Background: an optimization exercise with open tools, aiming at small area, a short achievable clock period and few clock cycles. Do not read the settings as production practice.
Only simulation tests tie the RTL to the original design; equivalence was not proved.
The flow treats the clock pin as an ideal source. Dropping or thinning the clock tree relies on that and would not hold on a real chip.
No activity file was given, so power comes from the tool's default toggle rates.

exp/violet:
Design pyfpga_codec, start of the top module:
module pyfpga_codec (
    input  wire        clk,
    input  wire        rst,           
    input  wire        cmd_valid,
    input  wire [49:0] cmd_word,      
    output wire        cmd_ready,
    output wire        rsp_valid,
    output wire [2:0]  rsp_status,
    output wire [31:0] rsp_data,
    output wire        tx_valid,
    output wire [7:0]  tx_data,
    output wire        link_poll,
    input  wire [7:0]  link_avail,
    output wire        rx_pop,
    input  wire [7:0]  rx_byte
);
    reg         ready;        
    reg         txv;          
    reg         poll;         
    reg         pop;          
    reg         rspv;         
    reg  [3:0]  cnt;          
    reg         vphase;       
    reg         plst;         
    reg         rxl;          
    reg         mv;           
    reg  [1:0]  op;
    reg  [12:0] ahi;          
    reg  [2:0]  pa;           
    reg  [31:0] pd;           
    reg  [7:0]  txq;
    reg  [2:0]  st;
    wire        op_ok    = cmd_word[49] | cmd_word[48];
    wire        accept   = cmd_valid & ready & op_ok;
    wire        wvw      = op[1] & op[0] & ~vphase;   
    wire        zd       = ~op[1] | vphase;           
    wire        av_hi0, av_mid0, av_lo0, avail_ok;
    pyfpga_codec_nor3  u_av_hi  (.a(link_avail[7]), .b(link_avail[6]), .c(link_avail[5]), .y(av_hi0));
    pyfpga_codec_nor2  u_av_mid (.a(link_avail[4]), .b(link_avail[3]), .y(av_mid0));
    pyfpga_codec_nand3 u_av_lo  (.a(link_avail[2]), .b(link_avail[1]), .c(link_avail[0]), .y(av_lo0));
  ...
Size in the first run: roughly 74 flip-flops, ~120 I/O pins.
clock: 4.5 ns
lec_check: 0
cap_margin: 20
core_margin: 2
core_utilization: 72
place_density: 0.8
setup_slack_margin: 2.88
slew_margin: 20
synth_hierarchical: 1
synth_minimum_keep_size: 0
standard.sh (not shown) runs the stock make flow with config.mk's settings and CLKGATE_MAP_FILE= SYNTH_SCRIPT=/design/flow/synth_recipe.tcl, a recipe that flattens the netlist after the stock synthesis.
==> flow/flow/run.sh <==
#!/bin/bash
set -euo pipefail
here=$(pwd)
bash standard.sh "BUFFER_PORTS_ARGS=-buffer_cell sky130_fd_sc_hd__buf_1" \
  "PRE_CTS_TCL=$here/flow/flat_cts.tcl" finish > standard_flow.log 2>&1
==> flow/flow/flat_cts.tcl <==
set nbuf 3
if {[info exists ::env(CTS_FLAT_BUFS)]} { set nbuf $::env(CTS_FLAT_BUFS) }
set block [ord::get_db_block]
set db [ord::get_db]
set clk_port [lindex [all_clocks] 0]
set clk_name [get_property [lindex [get_property $clk_port sources] 0] name]
set clk_net [$block findNet $clk_name]
set master [$db findMaster sky130_fd_sc_hd__clkbuf_16]

# the clock pins the port drives, sorted by x
set sinks {}
foreach it [$clk_net getITerms] {
  set inst [$it getInst]
  set loc [$inst getLocation]
  lappend sinks [list [lindex $loc 0] [lindex $loc 1] $it]
}
set sinks [lsort -integer -index 0 $sinks]
set n [llength $sinks]
puts "flat_cts: $n clock pins, $nbuf buffers"

for {set k 0} {$k < $nbuf} {incr k} {
  set lo [expr {$k * $n / $nbuf}]
  set hi [expr {($k + 1) * $n / $nbuf - 1}]
  set grp [lrange $sinks $lo $hi]
  set sx 0; set sy 0
  foreach s $grp { incr sx [lindex $s 0]; incr sy [lindex $s 1] }
  set cx [expr {$sx / [llength $grp]}]
  set cy [expr {$sy / [llength $grp]}]
  set buf [odb::dbInst_create $block $master "clkbuf_flat_$k"]
  set net [odb::dbNet_create $block "clknet_flat_$k"]
  $net setSigType CLOCK
  [$buf findITerm A] connect $clk_net
  [$buf findITerm X] connect $net
  foreach s $grp {
    set it [lindex $s 2]
    $it disconnect
    $it connect $net
  }
  $buf setLocation $cx $cy
  $buf setPlacementStatus PLACED
  puts "flat_cts: clkbuf_flat_$k drives [llength $grp] pins from ($cx, $cy)"
}
$clk_net setSigType CLOCK

# TritonCTS is not run: the tree above is the clock tree
proc clock_tree_synthesis {args} { puts "flat_cts: clock_tree_synthesis skipped" }
set_propagated_clock [all_clocks]
exp/violet did not make it past global routing, where a tool error ended it.
Testbench counts of exp/violet, summed over its fixed seeds: cycles 68,159.
diff inputs: exp/violet => exp/garnet
- PLACE_DENSITY changed from 0.8 to 0.75
- CORE_UTILIZATION changed from 72 to 65
- TNS_END_PERCENT newly set to 10
### Flow results
Going from exp/violet to exp/garnet, placement row count now larger, placer's final routability congestion estimate now smaller.
As far as multiplexer share of the synthesized area goes, exp/garnet and exp/violet are indistinguishable; the numbers are identical.
| count of instances resized after the clock tree is built | lower: exp/garnet |
The final layout from exp/garnet, which completed every stage, passed the timing, DRC and antenna checks at the end of the flow.
Going from exp/violet to exp/garnet, die height grew by a few percent.
There was hardly any difference in number of distinct library cells after synthesis between exp/garnet and exp/violet.
Relative to exp/garnet, the following input files were edited for exp/delta:
- changing PLACE_DENSITY from 0.75 to 0.65
- removing TNS_END_PERCENT (formerly 10)
Results
- exp/delta went all the way through synthesis, placement and routing and the layout is clean on timing, DRC and antenna.
- Post-route cell area: exp/garnet and exp/delta compared, lower one is exp/garnet
- Higher multi-input logic cell count goes to exp/delta over exp/garnet.
- The async set-or-reset flop fraction in the synthesized netlist was comparable across exp/garnet and exp/delta.
- The total length of routed wires in exp/delta sits 160 microns above the value recorded for exp/garnet.
- Diff exp/delta..exp/garnet | number of sequential storage elements | unchanged
- Compared with exp/garnet, exp/delta is hungrier on power.
- exp/delta against exp/garnet; length of routed wiring on met1 is up by a few percent.
- exp/delta does worse than exp/garnet on largest vdd supply drop.
- Number of fill cells (higher): exp/garnet
- Going from exp/garnet to exp/delta, shortest clock period the worst path allows after layout shrinks by 0.030 ns.
Input-level comparison between exp/indigo and exp/delta:
- swapping 0.65 for 0.75 in PLACE_DENSITY
- swapping 2.88 for 2.84 in SETUP_SLACK_MARGIN
==> run notes <==
exp/indigo ran to completion and came out clean on the timing, DRC and antenna checks.
Start-to-end type of the worst setup path: in2reg -> exp/delta, reg2out -> exp/indigo
exp/indigo ends up with a data required time at the worst endpoint that is 0.95 ns lower than in exp/delta.
Number of cells upsized or downsized after cts in exp/indigo is 4 below exp/delta.
Taking exp/delta as the reference, in exp/indigo final worst-path setup slack shows a reduction of 0.027 ns; cell leakage power shows a reduction of about 5.4%; growth of design area from synthesis to finish shows a reduction of 2.8 points; ratio of final minimum period to clock period shows an increase of 0.61 points.
In exp/garnet, exp/delta and exp/indigo the design's own scripts or RTL, not TritonCTS, make the clock network.

-- re-timing with driven ports --
How much do the figures lean on ideal ports? The routed layouts below were timed once more, with nothing changed but the port constraints. Step 1 sets driving cells, clkbuf_16 on the clock port and buf_2 on the other inputs (assumed; they add their load-dependent delay and slew). Step 2 times the ports against the registers' clock, not the clock port: input delays grow and output delays shrink by t, the midpoint of the rising clock arrivals with the driver on. Slacks: ideal ports / drivers / drivers and shift; pairs: ideal ports / drivers.
| run | shift t [ns] | setup WS [ns] | latest minus earliest clock arrival (ns) | slew at the worst register clock pin (ns) | worst data-port slew with drivers (ns) |
|---|---|---|---|---|---|
| exp/garnet | 0.210 | 2.864 / 2.806 / 2.701 | 0.010 / 0.010 | 0.10 / 0.10 | 0.05 |
| exp/delta | 0.211 | 2.894 / 2.840 / 2.710 | 0.006 / 0.006 | 0.09 / 0.09 | 0.05 |
| exp/indigo | 0.210 | 2.866 / 2.809 / 2.699 | 0.012 / 0.011 | 0.10 / 0.10 | 0.05 |
After both steps setup and hold are still met in every run listed. For exp/delta, which loses most, drivers alone change the setup slack by -0.054 ns; drivers and shift together by -0.184 ns.
